From an optimization exercise on the open Yosys and OpenROAD flow, aimed at small area, a short achievable clock period and few clock cycles; shortcuts taken in it are not production practice.
The RTL was checked by simulation tests, not by an equivalence proof against the original design.
Power and IR drop assume default switching activity.

File: flow/design.v
module mctp_tx (
    input  wire        clk,
    input  wire        rst,           
    input  wire        start_valid,
    output wire        start_ready,
    input  wire [12:0] cfg_len,       
    input  wire [7:0]  cfg_mtu,       
    input  wire [31:0] cfg_addr,      
    input  wire        cfg_to,        
    input  wire        cfg_pec_xor,   
    input  wire        cfg_mic,       
    input  wire        in_valid,
    output wire        in_ready,
    input  wire [7:0]  in_data,
    output reg         out_valid,
    input  wire        out_ready,
    output reg  [7:0]  out_data,
    output reg         out_sop,       
    output reg         out_eop        
);
    localparam [3:0] S_PAY = 4'd8, S_PEC = 4'd9;
    reg        idle;        
    reg [3:0]  st;          
    reg [31:0] addr;
    reg        to_bit;
    reg        pec_xor;
    reg        mic;
    reg [7:0]  m1;          
    reg [13:0] q;           
    reg [7:0]  p;           
    reg [2:0]  micn;        
    reg        first_pkt;
    reg        last_pkt;
    reg [1:0]  seq;
    reg [7:0]  crc8;
    reg [31:0] crc32;
    reg        fb_pend;     
    reg        fin;         
    reg        in_rdy;
    reg        skid_v;
    reg [7:0]  skid;
    wire        adv      = !out_valid || out_ready;
    wire        acc      = in_valid && in_rdy;
    wire [13:0] d        = q + {6'h3F, ~m1};           
    wire        p_lt     = (p[7:3] == 5'd0) && (p[2:0] <  micn);
    wire        p_le     = (p[7:3] == 5'd0) && (p[2:0] <= micn);
    wire        p_zero   = (p == 8'd0);
    wire        empty    = (p == 8'hFF);
    wire [7:0]  ctrl     = {first_pkt, last_pkt, seq, to_bit, 3'd3};
    wire [7:0]  mic_byte = ~crc32[7:0];
    wire        hdr      = !idle && !st[3];
    wire        pay      = !idle && st[3] && !st[0];
    wire        pec      = !idle && st[3] && st[0];
    wire [7:0]  c32x = fin ? (crc32[7:0] ^ in_data) : 8'd0;
    wire [31:0] c32t;
    wire [31:0] c32n = {8'd0, crc32[31:8]} ^ c32t;
    reg  [7:0]  c8b;
    always @(*) begin
        if (st[3])
            c8b = fin ? in_data : mic_byte;
        else if (st[2:0] == 3'd5)
            c8b = addr[23:16];
        else if (st[2:0] == 3'd6)
            c8b = addr[31:24];
        else
            c8b = ctrl;
    end
    wire [7:0]  c8x = crc8 ^ c8b;
    wire [7:0]  c8n;
    wire c32_t8, c32_t9, c32_t10, c32_t11, c32_t12, c32_t13, c32_t14, c32_t15, c32_t16, c32_t17, c32_t18, c32_t19, c32_t20, c32_t21, c32_t22, c32_t23, c32_t24, c32_t25, c32_t26, c32_t27;
    mctp_x2 c32_x0 (.a(c32x[1]), .b(c32x[6]), .y(c32_t8));
    mctp_x2 c32_x1 (.a(c32x[2]), .b(c32x[4]), .y(c32_t9));
    mctp_x2 c32_x2 (.a(c32x[3]), .b(c32x[5]), .y(c32_t10));
    mctp_x2 c32_x3 (.a(c32x[0]), .b(c32x[7]), .y(c32_t11));
    mctp_x2 c32_x4 (.a(c32x[7]), .b(c32_t10), .y(c32_t12));
    mctp_x2 c32_x5 (.a(c32x[0]), .b(c32_t9), .y(c32_t13));
    mctp_x2 c32_x6 (.a(c32x[2]), .b(c32_t8), .y(c32_t14));
    mctp_x2 c32_x7 (.a(c32_t8), .b(c32_t10), .y(c32_t15));
    mctp_x2 c32_x8 (.a(c32x[1]), .b(c32x[3]), .y(c32_t16));
    mctp_x2 c32_x9 (.a(c32x[6]), .b(c32_t9), .y(c32_t17));
    mctp_x2 c32_x10 (.a(c32x[2]), .b(c32_t11), .y(c32_t18));
    mctp_x2 c32_x11 (.a(c32x[4]), .b(c32x[7]), .y(c32_t19));
    mctp_x2 c32_x12 (.a(c32x[5]), .b(c32_t11), .y(c32_t20));
    mctp_x2 c32_x13 (.a(c32x[7]), .b(c32_t14), .y(c32_t21));
    mctp_x2 c32_x14 (.a(c32_t8), .b(c32_t9), .y(c32_t22));
    mctp_x2 c32_x15 (.a(c32_t13), .b(c32_t16), .y(c32t[0]));
    mctp_x2 c32_x16 (.a(c32x[1]), .b(c32_t10), .y(c32_t23));
    mctp_x2 c32_x17 (.a(c32_t23), .b(c32_t13), .y(c32t[1]));
    mctp_x2 c32_x18 (.a(c32_t9), .b(c32_t15), .y(c32t[2]));
    mctp_x2 c32_x19 (.a(c32_t12), .b(c32_t17), .y(c32t[3]));
    mctp_x2 c32_x20 (.a(c32x[5]), .b(c32_t21), .y(c32t[4]));
    mctp_x2 c32_x21 (.a(c32_t8), .b(c32_t19), .y(c32t[5]));
    mctp_x2 c32_x22 (.a(c32x[1]), .b(c32x[4]), .y(c32_t24));
    mctp_x2 c32_x23 (.a(c32_t24), .b(c32_t12), .y(c32t[6]));
    mctp_x2 c32_x24 (.a(c32_t11), .b(c32_t17), .y(c32t[8]));
    mctp_x2 c32_x25 (.a(c32_t9), .b(c32_t20), .y(c32t[9]));
    mctp_x2 c32_x26 (.a(c32x[5]), .b(c32_t17), .y(c32t[10]));
    mctp_x2 c32_x27 (.a(c32x[6]), .b(c32_t12), .y(c32t[11]));
    mctp_x2 c32_x28 (.a(c32x[3]), .b(c32_t21), .y(c32t[12]));
    mctp_x2 c32_x29 (.a(c32x[1]), .b(c32x[7]), .y(c32t[13]));
    mctp_x2 c32_x30 (.a(c32x[4]), .b(c32_t16), .y(c32t[14]));
    mctp_x2 c32_x31 (.a(c32x[5]), .b(c32_t13), .y(c32t[15]));
    mctp_x2 c32_x32 (.a(c32x[0]), .b(c32_t15), .y(c32t[16]));
    mctp_x2 c32_x33 (.a(c32_t11), .b(c32_t22), .y(c32t[17]));
    mctp_x2 c32_x34 (.a(c32x[5]), .b(c32_t19), .y(c32t[18]));
    mctp_x2 c32_x35 (.a(c32_t13), .b(c32_t15), .y(c32t[19]));
    mctp_x2 c32_x36 (.a(c32_t12), .b(c32_t22), .y(c32t[20]));
    mctp_x2 c32_x37 (.a(c32_t8), .b(c32_t20), .y(c32t[21]));
    mctp_x2 c32_x38 (.a(c32x[3]), .b(c32x[4]), .y(c32_t25));
    mctp_x2 c32_x39 (.a(c32_t25), .b(c32x[6]), .y(c32_t26));
    mctp_x2 c32_x40 (.a(c32_t26), .b(c32_t11), .y(c32t[22]));
    mctp_x2 c32_x41 (.a(c32x[2]), .b(c32_t12), .y(c32t[23]));
    mctp_x2 c32_x42 (.a(c32x[3]), .b(c32_t18), .y(c32t[25]));
    mctp_x2 c32_x43 (.a(c32x[0]), .b(c32x[4]), .y(c32t[28]));
    mctp_x2 c32_x44 (.a(c32x[0]), .b(c32x[1]), .y(c32_t27));
    mctp_x2 c32_x45 (.a(c32_t27), .b(c32x[5]), .y(c32t[29]));
    mctp_x2 c32_x46 (.a(c32x[0]), .b(c32_t14), .y(c32t[30]));
    mctp_x2 c32_x47 (.a(c32_t16), .b(c32_t18), .y(c32t[31]));
    assign c32t[7] = c32_t15;
    assign c32t[24] = c32_t14;
    assign c32t[26] = c32x[2];
    assign c32t[27] = c32x[3];
    wire c8_t8, c8_t9, c8_t10, c8_t11, c8_t12;
    mctp_x2 c8_x0 (.a(c8x[0]), .b(c8x[6]), .y(c8_t8));
    mctp_x2 c8_x1 (.a(c8x[1]), .b(c8x[2]), .y(c8_t9));
    mctp_x2 c8_x2 (.a(c8x[3]), .b(c8x[4]), .y(c8_t10));
    mctp_x2 c8_x3 (.a(c8x[5]), .b(c8x[6]), .y(c8_t11));
    mctp_x2 c8_x4 (.a(c8x[7]), .b(c8_t8), .y(c8n[0]));
    mctp_x2 c8_x5 (.a(c8x[1]), .b(c8_t8), .y(c8n[1]));
    mctp_x2 c8_x6 (.a(c8_t8), .b(c8_t9), .y(c8n[2]));
    mctp_x2 c8_x7 (.a(c8x[3]), .b(c8x[7]), .y(c8_t12));
    mctp_x2 c8_x8 (.a(c8_t12), .b(c8_t9), .y(c8n[3]));
    mctp_x2 c8_x9 (.a(c8x[2]), .b(c8_t10), .y(c8n[4]));
    mctp_x2 c8_x10 (.a(c8x[5]), .b(c8_t10), .y(c8n[5]));
    mctp_x2 c8_x11 (.a(c8x[4]), .b(c8_t11), .y(c8n[6]));
    mctp_x2 c8_x12 (.a(c8x[7]), .b(c8_t11), .y(c8n[7]));
    reg         prod;
    reg  [7:0]  pb;
    reg         psop, peop;
    always @(*) begin
        prod = 1'b0;
        pb   = 8'h00;
        psop = 1'b0;
        peop = 1'b0;
        if (!skid_v) begin
            if (hdr) begin
                prod = 1'b1;
                psop = (st[2:0] == 3'd0);
                case (st[2:0])
                3'd0: pb = addr[7:0];
                3'd1: pb = 8'h0F;
                3'd2: pb = p + 8'd6;
                3'd3: pb = addr[15:8];
                3'd4: pb = 8'h01;
                3'd5: pb = addr[23:16];
                3'd6: pb = addr[31:24];
                default: pb = ctrl;
                endcase
            end else if (pay) begin
                prod = acc || !fin;
                pb   = fin ? in_data : mic_byte;
            end else if (pec) begin
                prod = 1'b1;
                peop = 1'b1;
                pb   = crc8 ^ ((pec_xor && first_pkt && last_pkt) ? m1 : 8'd0);
            end
        end
    end
    assign start_ready = idle;
    assign in_ready    = in_rdy;
    always @(posedge clk) begin
        if (rst) begin
            out_valid <= 1'b0;
            skid_v    <= 1'b0;
        end else if (adv) begin
            if (skid_v) begin
                out_valid <= 1'b1;
                out_data  <= skid;
                out_sop   <= !idle && st == 4'd1;
                out_eop   <= idle || st == 4'd0;
                skid_v    <= 1'b0;
            end else begin
                out_valid <= prod;
                out_data  <= pb;
                out_sop   <= psop;
                out_eop   <= peop;
            end
        end else if (prod) begin
            skid     <= pb;
            skid_v   <= 1'b1;
        end
    end
    always @(posedge clk) begin
        if (rst) begin
            idle   <= 1'b1;
            in_rdy <= 1'b0;
        end else begin
            if (idle) begin
                if (start_valid) begin
                    idle      <= 1'b0;
                    st        <= 4'd0;
                    addr      <= cfg_addr;
                    to_bit    <= cfg_to;
                    pec_xor   <= cfg_pec_xor;
                    mic       <= cfg_mic;
                    m1        <= cfg_mtu - 8'd1;
                    q         <= {1'b0, cfg_len} + (cfg_mic ? 14'd3 : 14'h3FFF);
                    first_pkt <= 1'b1;
                    seq       <= 2'd0;
                    crc32     <= 32'hFFFFFFFF;
                end
            end else if (prod) begin
                if (hdr) begin
                    st <= st + 4'd1;
                    case (st[2:0])
                    3'd0: last_pkt <= d[13];
                    3'd1: begin
                        if (last_pkt) begin
                            p <= q[7:0];
                            q <= 14'h3FFF;
                        end else begin
                            p <= m1;
                            q <= d;
                        end
                        fb_pend <= last_pkt && first_pkt;
                        if (last_pkt && first_pkt)
                            m1 <= 8'd0;
                    end
                    3'd2: micn <= (mic && (q[13] || (q[12:2] == 11'd0 && q[1:0] != 2'd3)))
                                  ? 3'd3 - q[2:0] : 3'd0;
                    3'd4: crc8 <= 8'h07;    
                    3'd5: crc8 <= c8n;
                    3'd6: crc8 <= c8n;
                    3'd7: begin
                        crc8 <= c8n;
                        st   <= empty ? S_PEC : S_PAY;
                        fin  <= !p_lt;
                    end
                    default: ;
                    endcase
                end else if (pay) begin
                    crc8 <= c8n;
                    crc32 <= c32n;
                    if (fin && fb_pend) begin
                        m1      <= in_data;
                        fb_pend <= 1'b0;
                    end
                    p   <= p - 8'd1;
                    fin <= fin && !p_le;
                    if (p_zero)
                        st <= S_PEC;
                end else begin
                    first_pkt <= 1'b0;
                    seq       <= seq + 2'd1;
                    st        <= 4'd0;
                    if (last_pkt)
                        idle <= 1'b1;
                end
            end
            in_rdy <= !(skid_v ? !adv : (prod && !adv)) &&
                      (pay ? (prod ? (fin && !p_le && !p_zero) : fin)
                           : (hdr && st[2:0] == 3'd7 && prod && !empty && !p_lt));
        end
    end
endmodule
module mctp_x2 (
    input  wire a,
    input  wire b,
    output wire y
);
    assign y = a ^ b;
endmodule
File: flow/flow/run.sh
#!/bin/bash
# The standard layout (standard.sh: the standard flow's synthesis and ORFS flow), with the
# port buffers made of sky130_fd_sc_hd__buf_2 cells instead of the default
# delay-buffer cells. make's full output goes to flow_make.log.
set -euo pipefail
export BUFFER_PORTS_ARGS="-buffer_cell sky130_fd_sc_hd__buf_2"
bash standard.sh > flow_make.log 2>&1
File: flow/standard.sh
#!/bin/bash
# synth_recipe.tcl (not shown) runs the flow's synth.tcl, then flattens the netlist and writes it again
# the make line also repeats each setting of config.mk as NAME=value (left out here)
make -C /OpenROAD-flow-scripts/flow DESIGN_CONFIG=/design/flow/config.mk WORK_HOME=/design/flow/orfs CLKGATE_MAP_FILE= SYNTH_SCRIPT=/design/flow/synth_recipe.tcl "${@:-finish}"
File: flow/config.mk
export PLATFORM = sky130hd
export DESIGN_NAME = mctp_tx
export DESIGN_NICKNAME = mctp_tx
export VERILOG_FILES = /design/flow/design.v
export SDC_FILE = /design/flow/constraint.sdc
export NUM_CORES = 4
export LEC_CHECK = 0
export CAP_MARGIN = 20
export CORE_MARGIN = 2
export CORE_UTILIZATION = 40
export SLEW_MARGIN = 20
export SYNTH_HIERARCHICAL = 1
File: flow/constraint.sdc
create_clock -name core_clock -period 5.0 [get_ports {clk}]
set_input_delay 1.0000 -clock core_clock [delete_from_list [all_inputs] [get_ports {clk}]]
set_output_delay 1.0000 -clock core_clock [all_outputs]
set_load 0.01 [all_outputs]
==> impl_metrics.ini, run 1 <==
[global_routing]
grt.met1_usage_pct = 27.39
busiest_layer = met2
grt_pass1_vias = 6102
grt_usage_pct = 19.45
global_route.usage.met3_pct = 3.922
use_met2_pct = 30.52
grt_pass1_wl_mm = 33.44
globalRouteOverflowTotal = 0
grt_start_max_net_pins = 51
grt_antenna_before_repair = 0

[sta]
count_of_final_max_slew_check_failures = 0
tightest_slew_ps = 947.3
slew_headroom_pct = 36.85
post-route-min-period_ps = 3800
rsz0062_at_grt = false
final.hold.worst_slack_ps = 523.6
fmax_ghz = 0.2632
final_hold_viol_count = 0
skew_ps = 8.421
setup_viol = 0
tns_ps = 0
fin_crit_sh_pct = 75.99

[yosys]
synth-async-reset-ratio_pct = 0
synth.net_count = 934
number_of_warnings_printed_during_yosys_synthesis = 7
synth_edf_count = 136
ys_seq_area_share_pct = 47.75
yosys.cell_types.count = 64
synth_top_area_cell = edfxtp_1
proportion_of_netlist_area_held_by_the_largest_area_contributor_pct = 46.83
synth_top_flop_cell = edfxtp_1
post_synth_inst_count = 829
netlist_area_um2 = 8721
post_synth_main_area_contributors = edfxtp_1 47%, xor2_1 10%, ha_1 5.0%
avgSynthCellArea_um2 = 10.52
flip_flop_and_latch_count_after_synthesis = 140

[cts]
cts_root_buffer_type = clkbuf_16
numCtsBuffers = 17
ctsResizeCount = 0
cts_tree = built
htreeDepth = 4
cts-hold-fix-buffers = 0
worstSkewPairLatency_ps = 430
clk_pin_slew_worst_paths_ps = 60
clkSinkCount = 140
max-clock-path-buffers = 2
postCtsSetupRepairBufs = 0

[die]
design.core.area_um2 = 21620
die_area_um2 = 23000
boundaryPins = 82
die_width_um = 151.7
fp-row-count = 54
fp.dieH_um = 151.7
initial_core_util_pct = 40.34

[critical_path]
crit_fanout = 24
critical_path.startpoint = st[2]
critical_path.endpoint_type = flop
timing.critical_path.required_ps = 5300
signal_arrival_time_at_the_worst_endpoint_ps = 4100
regToRegStartpoint = st[2]
kind_of_start_point_of_the_critical_path = flop
crit_type = reg -> reg

[power_and_ir_drop]
sum_of_internal_switching_and_leakage_power_mw = 3.367
power_density_nw_per_um2 = 336.1
p_leak_nw = 3.835
max-vdd-ir-drop_uv = 240.3

[hold_path]
hp-class = reg -> reg
worst_hold_launch = skid[7]

[place]
post-place-cells = 1162
port_buffers = 81
place_congestion = 0.8197
place.detailed.hpwl_mm = 15.92

[finish]
post-route-util_pct = 46.34
nets = 1006
layoutNonFillerInstCount = 1194
layout.cells.most_common = edfxtp_1
layout-drive-gt1-share_pct = 15.10
antenna_cells_inserted = 0
synth_to_final_area_change_pct = 14.89
fill_cells = 2045
final_cell_mix = 136 x edfxtp_1, 101 x xor2_1, 81 x buf_2

[detailed_routing]
first_iter_violations = 570
post_drt_via_cell_ratio = 5.352
finalWirelength_mm = 21.62
final_antenna_net_count = 0
drc = 0
via_count = 6390
first_pass_iters = 5
wire_per_inst_um = 18.10

[status]
run_status = complete, no violations

[run]
max-cap-violations = 0
## worst max-delay path, stage by stage (launching register included)
cell	delay, ps
edfxtp_1	880
clkinv_1	560
ha_1	520
nor4_1	800
nand2b_1	310
a21oi_1	60
o21ai_0	130
o2111a_1	290
a21o_1	100
## logic make-up after synthesis
kind of cell,synth area share [%]
simple gates,12.96
flops,47.75
xor+xnor,14.76
mux,1.607
fa+ha+maj,5.251
buf+inv,3.300
compound gates,14.38
## metal layers
layer / vias up / part of all wire (%) / wire length [µm]
li1: 3130 / - / -
met3: 20 / 5.5 / 1180
met5: - / 0 / 0
met1: 3050 / 47 / 10130
met4: 0 / 1.4 / 298
met2: 190 / 46 / 10010
## per-module statistics from Yosys, one instance, submodules excluded
module	cells inside	flip-flops and latches
mctp_tx	768	140
mctp_x2	1	0
## worst paths after layout
path | to | slack (ps) | depth (start not counted)
min reg2reg | out_data[7] | 520 | 1
max reg2reg | out_data[6] | 1200 | 8
max | out_data[6] | 1200 | 8
min | out_data[7] | 520 | 1
## final cells by class
type                    count  area [µm²]  share of cell area [%]
flip-flops and latches    140        4165                   41.57
multi-input cells         615        4292                   42.83
inverters                  37       138.9                   1.386
clock buffers              19       432.9                   4.321
clock inverters            13       167.7                   1.673
repair buffers             90       473.0                   4.720
well taps                 280       350.3                   3.497
## Yosys cell counts, drive strengths merged (10+ instances only)
| master | count |
|---|---|
| buf | 14 |
| and2 | 14 |
| inv | 35 |
| nand2b | 13 |
| ha | 35 |
| edfxtp | 136 |
| nor2 | 51 |
| xnor2 | 46 |
| clkbuf | 23 |
| xor2 | 101 |
| a22oi | 11 |
| nand2 | 78 |
| nor2b | 17 |
| a21oi | 47 |
| nor3 | 22 |
| o21ai | 38 |
| mux2i | 14 |
| a221oi | 10 |
## where the power goes
group / total [mW] / switching (mW) / internal [mW]
Sequential: 1.43 / 0.0481 / 1.38
Combinational: 0.631 / 0.358 / 0.273
Clock: 1.31 / 0.520 / 0.788
Total: 3.37 / 0.927 / 2.44
## stage by stage
| step | instance area (µm²) | setup WS [ps] |
|---|---|---|
| 6_report | 10020 | 1200 |
| 5_1_grt | 10020 | 1099 |
| 3_5_place_dp | 9419 | 1414 |
| 4_1_cts | 10020 | 1406 |
| 3_3_place_gp | 9419 | 1402 |
| 2_1_floorplan | 8731 | 501.3 |
## flip-flops by register name, indices dropped and copies added (netlist names), 2 cells and up
signal	count
addr	32
micn	3
crc8	8
skid	8
q	14
crc32	32
out_data	8
seq	2
p	8
st	4
m1	8
Testbench counts, summed over its fixed seeds: cycles 49,716.
==> inputs of run 2 (changes only) <==
--- a/flow/config.mk
+++ b/flow/config.mk
@@ -8,5 +8,7 @@
 export CAP_MARGIN = 20
 export CORE_MARGIN = 2
 export CORE_UTILIZATION = 40
+export SETUP_SLACK_MARGIN = 3.0
 export SLEW_MARGIN = 20
 export SYNTH_HIERARCHICAL = 1
+export TNS_END_PERCENT = 100
==> run 2 against run 1 <==
  * Still clean
  * Non-clock buffer count grew 137
  * Clock power hardly changed
  * Critical path depth grew 3
  * Combinational power up 66%
  * Fmax grew 50%
  * Count of clock-buffer cells in the layout is the same
  * Sequential share of layout area is 8.7 points lower
  * Hold slack worse by 1.1 ps
  * Cell count increased by 11%
  * Critical endpoint is now crc8[6]
  * Largest cell class unchanged
  * Largest power group unchanged
==> impl_metrics.ini, run 2 <==
[status]
run_status = complete, no violations

[critical_path]
critical_path.endpoint_type = flop
critical_path.cell_chain = buf_12 > ha_4 > buf_6 > a22o_1 > a221oi_2 > nor2b_2 > xor2_2 > buf_4 > xor2_4 > xor2_1 > and2_1
critical_path_buf_inv_count = 3
critical_path.max_stage_delay_ps = 440
rr_worst_depth = 11
timing.critical_path.required_ps = 5180
worstSetupPathDepth = 11
crit_fanout = 6
cell_with_the_largest_stage_delay_on_the_worst_path = edfxtp_1
signal_arrival_time_at_the_worst_endpoint_ps = 2720
crit_type = reg -> reg
kind_of_start_point_of_the_critical_path = flop
path_delay_family = compound AO/OA/AOI/OAI gates

[place]
place_ws_ps = 1742
post-place-cells = 1161
place_congestion = 0.8133
place.detailed.hpwl_mm = 16.48
port_buffers = 81

[power_and_ir_drop]
seqPwrFrac_pct = 37.7
switchingPower_mw = 1.084
p_leak_nw = 4.887
cell_internal_power_mw = 2.677
p_sw_share_pct = 28.81
combinational_cell_fraction_of_total_power_pct = 28.0
max-vdd-ir-drop_uv = 228.2
power_density_nw_per_um2 = 296.2
p_clk_share_pct = 34.2

[sta]
skew_ps = 16.64
setup_viol = 0
final_critical_path_setup_slack_ps = 2464
slew_headroom_pct = 64.27
fin_crit_sh_pct = 50.72
count_of_final_max_slew_check_failures = 0
final_hold_viol_count = 0
rsz0062_at_grt = true
post-route-min-period_ps = 2536
tightest_slew_ps = 533.9
tns_ps = 0
final.hold.worst_slack_ps = 522.4
fmax_ghz = 0.3943

[global_routing]
grt_pass1_wl_mm = 40.16
grt_pass1_vias = 7243
grt_usage_pct = 23.52
globalRouteOverflowTotal = 0
grt_antenna_before_repair = 1
grt_start_max_net_pins = 38

[finish]
layout_top_registers = addr: 32 flops, crc32: 32 flops, q: 14 flops
nets = 1143
post-route-util_pct = 58.73
fill_cells = 1731
layoutNonFillerInstCount = 1330
synth_to_final_area_change_pct = 45.60
final_cell_mix = 136 x edfxtp_1, 85 x buf_4, 72 x nand2_1
layout-drive-gt1-share_pct = 40.71
layout.cells.most_common = edfxtp_1

[die]
die_width_um = 151.7
fp-row-count = 54
initial_core_util_pct = 40.34
fp.dieH_um = 151.7
design.core.area_um2 = 21620
boundaryPins = 82
die_area_um2 = 23000

[detailed_routing]
first_iter_violations = 581
wire_per_inst_um = 20.38
post_drt_via_cell_ratio = 5.444
finalWirelength_mm = 27.10
drc = 0
final_antenna_net_count = 0
via_count = 7241
first_pass_iters = 8

[yosys]
synth-async-reset-ratio_pct = 0
synth.most_common_cell = edfxtp_1
yosys.cell_types.count = 64
proportion_of_netlist_area_held_by_the_largest_area_contributor_pct = 46.83
synth_edf_count = 136
netlist_top_cells_count = 136 x edfxtp_1, 101 x xor2_1, 78 x nand2_1, 51 x nor2_1, 47 x a21oi_1
netlist_area_um2 = 8721
avgSynthCellArea_um2 = 10.52
number_of_warnings_printed_during_yosys_synthesis = 7
flip_flop_and_latch_count_after_synthesis = 140
synth.net_count = 934
synth_top_area_cell = edfxtp_1
synth_top_flop_cell = edfxtp_1
post_synth_inst_count = 829
post_synth_main_area_contributors = edfxtp_1 47%, xor2_1 10%, ha_1 5.0%
ys_seq_area_share_pct = 47.75

[run]
max-cap-violations = 0

[cts]
cts_tree = built
cts_root_buffer_type = clkbuf_16
clk_pin_slew_worst_paths_ps = 60
htreeDepth = 4
worstSkewPairLatency_ps = 440
max-clock-path-buffers = 2
numCtsBuffers = 17
clkSinkCount = 140

[hold_path]
hold-path-cell-count = 1
hp-class = reg -> reg
-- run 2: cell counts after synthesis --
Identical to the previous run, type by type.
-- run 2: layer usage --
layer	vias to the layer above	global-route usage (%)	wire, µm
li1	3364	-	-
met5	-	0	0
met4	0	8.704	820
met1	3571	31.18	11320
met2	259	38.24	13240
met3	47	4.760	1724
-- run 2: stage by stage --
step / power [mW] / area (µm²)
3_3_place_gp: 2.144 / 9887
2_1_floorplan: 1.976 / 9286
5_1_grt: 3.903 / 12700
4_1_cts: 3.642 / 12120
6_report: 3.761 / 12700
3_5_place_dp: 2.151 / 9887
-- run 2: worst register-to-register path: cells and delay by family, from the launching register on --
| family | cells | cell delay, ps |
|---|---|---|
| simple gates | 2 | 220 |
| fa+ha+maj | 1 | 200 |
| xor+xnor | 3 | 460 |
| compound gates | 2 | 490 |
| flops | 1 | 440 |
| buf+inv | 3 | 480 |
-- run 2: worst paths after layout --
path	endpoint	from	slack (ps)
worst max-delay path	crc8[6]	st[0]	2460
worst min-delay path	out_data[4]	skid[4]	520
worst max register to register	crc8[6]	st[0]	2460
worst min register to register	out_data[4]	skid[4]	520
-- run 2: repair_timing --
item | CTS | global route
resized for setup | 144 | 66
pin swaps | 99 | 81
hold buffers | 0 | 0
endpoints found under the hold margin | 0 | 0
setup buffers | 106 | 28
endpoints found under the setup margin | 210 | 174
cloned | 3 | 1
-- run 2: final cells by class --
| type | instances | area [µm²] | area share, % |
|---|---|---|---|
| diodes | 1 | 2.502 | 0.01971 |
| clock buffers | 19 | 432.9 | 3.410 |
| clock inverters | 11 | 146.4 | 1.153 |
| inverters | 37 | 153.9 | 1.212 |
| multi-input cells | 615 | 5455 | 42.96 |
| flip-flops and latches | 140 | 4169 | 32.83 |
| well taps | 280 | 350.3 | 2.759 |
| repair buffers | 227 | 1987 | 15.65 |
-- run 2: Yosys stat by module (local to each module, per instance) --
| module | area, µm² | cells inside | flip-flops and latches |
|---|---|---|---|
| mctp_tx | 8187 | 768 | 140 |
| mctp_x2 | 8.758 | 1 | 0 |
-- run 2: logic make-up after synthesis --
| logic type | Yosys count | synth area share, % |
|---|---|---|
| AOI/OAI and AO/OA | 183 | 14.38 |
| xor gates and xnor gates | 147 | 14.76 |
| adders and majority gates | 36 | 5.251 |
| buffers and inverters | 74 | 3.300 |
| DFF | 140 | 47.75 |
| muxes | 14 | 1.607 |
| and+or+nand+nor | 235 | 12.96 |
-- run 2: power by group through the flow --
stage | clock [mW] | sequential (mW) | combinational [mW]
global route | 1.34 | 1.42 | 1.14
floorplan | 0 | 1.43 | 0.543
detailed placement | 0 | 1.45 | 0.700
global placement | 0 | 1.45 | 0.694
finish | 1.29 | 1.42 | 1.05
CTS | 1.29 | 1.42 | 0.937
==> inputs of run 3 (changes only) <==
--- a/flow/config.mk
+++ b/flow/config.mk
@@ -8,7 +8,7 @@
 export CAP_MARGIN = 20
 export CORE_MARGIN = 2
 export CORE_UTILIZATION = 40
-export SETUP_SLACK_MARGIN = 3.0
+export SETUP_SLACK_MARGIN = 2.8
 export SLEW_MARGIN = 20
 export SYNTH_HIERARCHICAL = 1
-export TNS_END_PERCENT = 100
+export TNS_END_PERCENT = 10
==> run 3 against run 2 <==
  * Cell count shrank 4.5%
  * Die area is the same
  * Sequential share of layout area grew 4.0 points
  * Register-to-register slack lost 30 ps
  * Via count shrank 5.5%
  * Global-route usage shrank 3.1 points
  * Count of clock-buffer cells in the layout shrank 2
  * Sequential power is essentially flat
  * Critical path depth shrank 3
  * Wire length shrank 11%
  * Non-clock buffer count shrank 61
  * Clock skew shrank 7.5 ps
  * Critical endpoint is now crc32[21]
  * Largest cell class unchanged
==> impl_metrics.ini, run 3 <==
[status]
run_status = complete, no violations

[die]
die_width_um = 151.7
die_area_um2 = 23000
design.core.area_um2 = 21620
boundaryPins = 82
fp-row-count = 54
fp.dieH_um = 151.7
initial_core_util_pct = 40.34

[sta]
tightest_slew_ps = 841.0
post-route-min-period_ps = 2662
rsz0062_at_grt = true
setup_viol = 0
tns_ps = 0
fin_crit_sh_pct = 53.23
count_of_final_max_slew_check_failures = 0
skew_ps = 9.175
slew_headroom_pct = 43.82
fmax_ghz = 0.3757
final_hold_viol_count = 0

[yosys]
number_of_warnings_printed_during_yosys_synthesis = 7
flip_flop_and_latch_count_after_synthesis = 140
synth.net_count = 934
synth_edf_count = 136
post_synth_main_area_contributors = edfxtp_1 47%, xor2_1 10%, ha_1 5.0%
avgSynthCellArea_um2 = 10.52
post_synth_inst_count = 829
synth_top_flop_cell = edfxtp_1
yosys.cell_types.count = 64
proportion_of_netlist_area_held_by_the_largest_area_contributor_pct = 46.83
netlist_top_cells_count = 136 x edfxtp_1, 101 x xor2_1, 78 x nand2_1, 51 x nor2_1, 47 x a21oi_1
ys_seq_area_share_pct = 47.75
synth-async-reset-ratio_pct = 0
synth.most_common_cell = edfxtp_1
synth_top_area_cell = edfxtp_1
netlist_area_um2 = 8721

[global_routing]
grt_start_max_net_pins = 51
grt_usage_pct = 20.39
globalRouteOverflowTotal = 0
grt_pass1_vias = 6392
grt_antenna_before_repair = 1
grt_pass1_wl_mm = 35.14

[detailed_routing]
drc = 0
via_count = 6845
first_pass_iters = 4
first_iter_violations = 567
wire_per_inst_um = 19.10
finalWirelength_mm = 24.25
final_antenna_net_count = 0
post_drt_via_cell_ratio = 5.390

[critical_path]
crit_fanout = 5
critical_path.endpoint_type = flop
rr_worst_depth = 10
crit_type = in -> reg
timing.critical_path.required_ps = 5180
kind_of_start_point_of_the_critical_path = input pin
signal_arrival_time_at_the_worst_endpoint_ps = 2840

[finish]
layout_top_registers = addr: 32 flops, crc32: 32 flops, q: 14 flops
layout-drive-gt1-share_pct = 29.39
final_cell_mix = 136 x edfxtp_1, 83 x xor2_1, 77 x nand2_1
nets = 1082
antenna_cells_inserted = 0
layout.cells.most_common = edfxtp_1
synth_to_final_area_change_pct = 29.83

[cts]
htreeDepth = 4
max-clock-path-buffers = 2
cts_tree = built
clkSinkCount = 140
clk_pin_slew_worst_paths_ps = 70
cts_root_buffer_type = clkbuf_16
worstSkewPairLatency_ps = 440
numCtsBuffers = 17
cts-hold-fix-buffers = 0

[place]
place.detailed.hpwl_mm = 16.03
port_buffers = 81
place_congestion = 0.8876

[power_and_ir_drop]
power_density_nw_per_um2 = 311.0
p_leak_nw = 4.349
sum_of_internal_switching_and_leakage_power_mw = 3.522
max-vdd-ir-drop_uv = 270.3

[hold_path]
hp-class = reg -> reg
hold-path-cell-count = 1

[run]
max-cap-violations = 0
## run 3: cell count changes in the layout (fill, tap and decap cells not counted), moves of 7 or more
cell,before,now
buf_8,13,2
buf_6,44,10
xor2_2,30,9
xor2_1,55,83
nor2b_1,6,14
buf_4,85,72
xor2_4,16,9
o21ai_0,22,29
## run 3: final cells by class
cell class	count	area (µm²)
fill	1864	10300
multi-input combinational	615	4883
sequential	140	4165
timing repair buffer	166	1199
clock buffer	17	425.4
tap	280	350.3
clock inverter	15	153.9
inverter	37	145.1
## run 3: per-module statistics from Yosys (local to each module, per instance)
| module | times used | flops+latches | cells inside |
|---|---|---|---|
| mctp_tx | 1 | 140 | 768 |
| mctp_x2 | 61 | 0 | 1 |
## run 3: logic make-up (layout without fill, tap and decap cells)
logic type / count (synthesis) / count (layout) / share of synthesized area (%)
AND/OR/NAND/NOR: 235 / 235 / 12.96
AO/OA/AOI/OAI: 183 / 183 / 14.38
XOR/XNOR: 147 / 147 / 14.76
flip-flops: 140 / 140 / 47.75
buffers and inverters: 74 / 235 / 3.300
adder cells (fa/ha/maj): 36 / 36 / 5.251
multiplexers: 14 / 14 / 1.607
## run 3: power by group
part           switching [mW]  internal, mW
logic                   0.449         0.391
clock network           0.557         0.704
registers              0.0416          1.38
## run 3: metrics by stage
| stage | setup WS (ps) | area, µm² | hold slack [ps] | util, % | instances |
|---|---|---|---|---|---|
| after global placement | 1466 | 9427 | 504.9 | 43.60 | 1162 |
| after CTS | 2431 | 10520 | 527.6 | 48.63 | 1215 |
| after floorplan | 1550 | 8751 | 498.4 | - | 829 |
| final | 2338 | 11320 | 523.1 | 52.37 | 1270 |
| after global routing | 2266 | 11320 | 529.5 | 52.37 | 1270 |
| after detailed placement | 1380 | 9427 | 512.1 | 43.60 | 1162 |
## run 3: layer usage
metal	track usage, %	share of wire, %
met5	0	0.062
met3	4.521	6.1
met1	27.48	43
met4	6.806	2.8
met2	32.66	48
## run 3: repair_timing
action,CTS,global route
buffers inserted,21,55
resized for setup,71,68
pin swaps,25,43
setup endpoints to repair,151,149
## run 3: worst paths after layout
check / slack (ps) / to / startpoint
hold / removal: 520 / out_data[6] / skid[6]
hold reg to reg: 520 / out_data[6] / skid[6]
setup / recovery: 2340 / crc32[21] / in_data[7]
setup reg to reg: 2430 / crc8[1] / st[0]
## run 3: critical path: stages
cell	delay (ps)
buf_2	140
xor2_1	160
and2_2	390
xor2_4	350
xor2_1	300
xor2_1	270
xnor2_1	160
nand2_1	70
==> inputs of run 4 (changes only) <==
--- a/flow/config.mk
+++ b/flow/config.mk
@@ -8,6 +8,8 @@
 export CAP_MARGIN = 20
 export CORE_MARGIN = 2
 export CORE_UTILIZATION = 40
+export CTS_BUF_LIST = sky130_fd_sc_hd__clkbuf_8
+export CTS_CLUSTER_SIZE = 30
 export SETUP_SLACK_MARGIN = 2.8
 export SLEW_MARGIN = 20
 export SYNTH_HIERARCHICAL = 1
==> run 4 against run 3 <==
  * Critical path depth rose by 1
  * Fmax rose by 2.3%
  * Combinational power fell by 4.3%
  * Non-clock buffer count fell by 10
  * Setup slack improved by 60 ps
  * Still clean on timing, DRC and antenna
  * Count of clock-buffer cells in the layout did not move
  * Largest power group unchanged
==> impl_metrics.ini, run 4 <==
[status]
run_status = complete, no violations

[place]
place_congestion = 0.8876
place.detailed.hpwl_mm = 16.03
placed_cell_area_um2 = 9427
post-place-cells = 1162
place_ws_ps = 1380
port_buffers = 81

[yosys]
combinational_family_with_the_most_area_after_synthesis = XOR/XNOR gates
synth_mux_area_share_pct = 1.607
post_synth_inst_count = 829
synth-async-reset-ratio_pct = 0
synth_top_area_cell = edfxtp_1
netlist_top_cells_count = 136 x edfxtp_1, 101 x xor2_1, 78 x nand2_1, 51 x nor2_1, 47 x a21oi_1
synth_fa_ha_area_share_pct = 5.251
compound_gate_portion_of_the_synthesized_area_pct = 14.38
synth.net_count = 934
number_of_warnings_printed_during_yosys_synthesis = 7
yosys.area_share.xor_xnor_pct = 14.76
avgSynthCellArea_um2 = 10.52
synth_top_flop_cell = edfxtp_1
synth.most_common_cell = edfxtp_1
synth_simple_gate_area_share_pct = 12.96
synth_edf_count = 136
post_synth_main_area_contributors = edfxtp_1 47%, xor2_1 10%, ha_1 5.0%
ys_seq_area_share_pct = 47.75
flip_flop_and_latch_count_after_synthesis = 140
proportion_of_netlist_area_held_by_the_largest_area_contributor_pct = 46.83
yosys.cell_types.count = 64
netlist_area_um2 = 8721

[critical_path]
crit_fanout = 7
signal_arrival_time_at_the_worst_endpoint_ps = 2790
kind_of_start_point_of_the_critical_path = input pin
critical_path.max_stage_delay_ps = 370
crit_type = in -> reg
timing.critical_path.required_ps = 5190
critical_path.endpoint_type = flop
critical_path_buf_inv_count = 3
path_delay_family = compound AO/OA/AOI/OAI gates
critical_path.cell_chain = buf_8 > clkinvlp_4 > ha_4 > buf_4 > a2111o_1 > o211ai_1 > nor4b_2 > o41a_1 > a21oi_1
cell_with_the_largest_stage_delay_on_the_worst_path = a2111o_1

[sta]
tightest_slew_ps = 870.5
post-route-min-period_ps = 2602
count_of_final_max_slew_check_failures = 0
skew_ps = 15.03
final_critical_path_setup_slack_ps = 2398
fin_crit_sh_pct = 52.04
rsz0062_at_grt = true
slew_headroom_pct = 41.85
setup_viol = 0
final_hold_viol_count = 0
tns_ps = 0
fmax_ghz = 0.3844

[finish]
synth_to_final_area_change_pct = 26.10
layoutNonFillerInstCount = 1260
layout.cells.most_common = edfxtp_1
antenna_cells_inserted = 0
final_design_area_no_fill_um2 = 11000
nets = 1072
layout_top_registers = addr: 32 flops, crc32: 32 flops, q: 14 flops
layout-drive-gt1-share_pct = 27.65
fill_cells = 1918
final_cell_mix = 136 x edfxtp_1, 87 x xor2_1, 77 x nand2_1

[detailed_routing]
first_pass_iters = 5
via_count = 6803
drc = 0
finalWirelength_mm = 23.83
first_iter_violations = 677
wire_per_inst_um = 18.91
post_drt_via_cell_ratio = 5.399
final_antenna_net_count = 0

[power_and_ir_drop]
p_leak_nw = 4.228
power_density_nw_per_um2 = 286.1
max-vdd-ir-drop_uv = 163.4
sum_of_internal_switching_and_leakage_power_mw = 3.146

[global_routing]
grt_antenna_before_repair = 1
globalRouteOverflowTotal = 0
grt_usage_pct = 20.47
grt_pass1_wl_mm = 35.24
grt_start_max_net_pins = 51
grt_pass1_vias = 6432

[cts]
cts_tree = built
clkSinkCount = 140
max-clock-path-buffers = 2
clk_pin_slew_worst_paths_ps = 90
htreeDepth = 4
worstSkewPairLatency_ps = 460
numCtsBuffers = 17
cts_root_buffer_type = clkbuf_8
cts-hold-fix-buffers = 0

[hold_path]
hp-class = reg -> reg

[die]
initial_core_util_pct = 40.34
design.core.area_um2 = 21620
boundaryPins = 82
die_width_um = 151.7
fp-row-count = 54
fp.dieH_um = 151.7
die_area_um2 = 23000

[run]
max-cap-violations = 0
==> run 4: cell counts after synthesis <==
Identical to the previous run, type by type.
==> run 4: final cells by class <==
type | count | area (µm²) | area share [%]
repair buffers | 156 | 1162 | 10.57
clock inverters | 15 | 153.9 | 1.399
inverters | 37 | 150.1 | 1.365
multi-input cells | 615 | 4780 | 43.46
clock buffers | 17 | 234.0 | 2.128
flip-flops and latches | 140 | 4167 | 37.89
well taps | 280 | 350.3 | 3.186
==> run 4: through the flow <==
step / utilization (%) / hold WS [ps]
after floorplan: - / 498.4
after global placement: 43.60 / 504.9
after detailed placement: 43.60 / 512.1
after CTS: 48.59 / 533.2
after global routing: 50.86 / 536.7
final: 50.86 / 529.3
==> run 4: metal layers <==
metal	track usage [%]	share of wire [%]	wire length, µm
met1	27.98	43	10240
met2	31.60	47	11170
met3	4.910	7.0	1671
met4	7.731	3.1	733
met5	0	0.063	15
==> run 4: per-module statistics from Yosys, one instance, submodules excluded <==
| module | area (µm²) | copies in the design |
|---|---|---|
| mctp_tx | 8187 | 1 |
| mctp_x2 | 8.758 | 61 |
==> run 4: what timing repair did <==
item | 4_1_cts | 5_1_grt
gates cloned | 0 | 3
pin swaps | 25 | 22
gates resized for setup | 91 | 43
endpoints found under the setup margin | 150 | 148
hold endpoints to repair | 0 | 0
setup buffers | 34 | 29
==> run 4: cell families after synthesis <==
group,after synthesis
multiplexers,14
AND/OR/NAND/NOR,235
flip-flops,140
XOR/XNOR,147
adder cells (fa/ha/maj),36
buffers and inverters,74
AO/OA/AOI/OAI,183
==> run 4: path summary, 6_finish.rpt <==
path         startpoint           to  slack (ps)  cells past startpoint
max             cfg_mic        q[10]        2400                      9
min             skid[6]  out_data[6]         530                      1
max reg2reg       st[0]      crc8[4]        2420                     10
min reg2reg     skid[6]  out_data[6]         530                      1
==> run 4: power by group <==
part           internal, mW  switching [mW]
clock network         0.413           0.510
logic                 0.370           0.435
registers              1.38          0.0416

==> re-timing with driven ports <==
No port has a modelled driver above. Below, the same layouts with a new extraction and two added sets of constraints. Step 1: set_driving_cell puts a clkbuf_16 on clk and a buf_2 on each other input, an assumption about the parent block. Step 2 moves the port delays by t, midway between the first and last clock arrival at a register: inputs arrive t later, outputs are due t later. That takes back most of the time a late clock gives input paths. a / b / c = no drivers / after step 1 / after step 2; a / b = the first two.
run | t (ns) | setup WS [ns] | worst setup path after step 2 | clock arrival spread, ns
run 1 | 0.471 | 1.200 / 1.200 / 1.200 | register to register | 0.011 / 0.010
run 2 | 0.480 | 2.464 / 2.464 / 1.992 | input to register | 0.016 / 0.016
run 3 | 0.480 | 2.338 / 2.366 / 1.886 | input to register | 0.009 / 0.010
run 4 | 0.494 | 2.398 / 2.383 / 1.888 | input to register | 0.015 / 0.015
After both steps setup and hold are still met in every run listed. For run 4, which loses most, drivers alone change the setup slack by -0.015 ns; drivers and shift together by -0.510 ns.
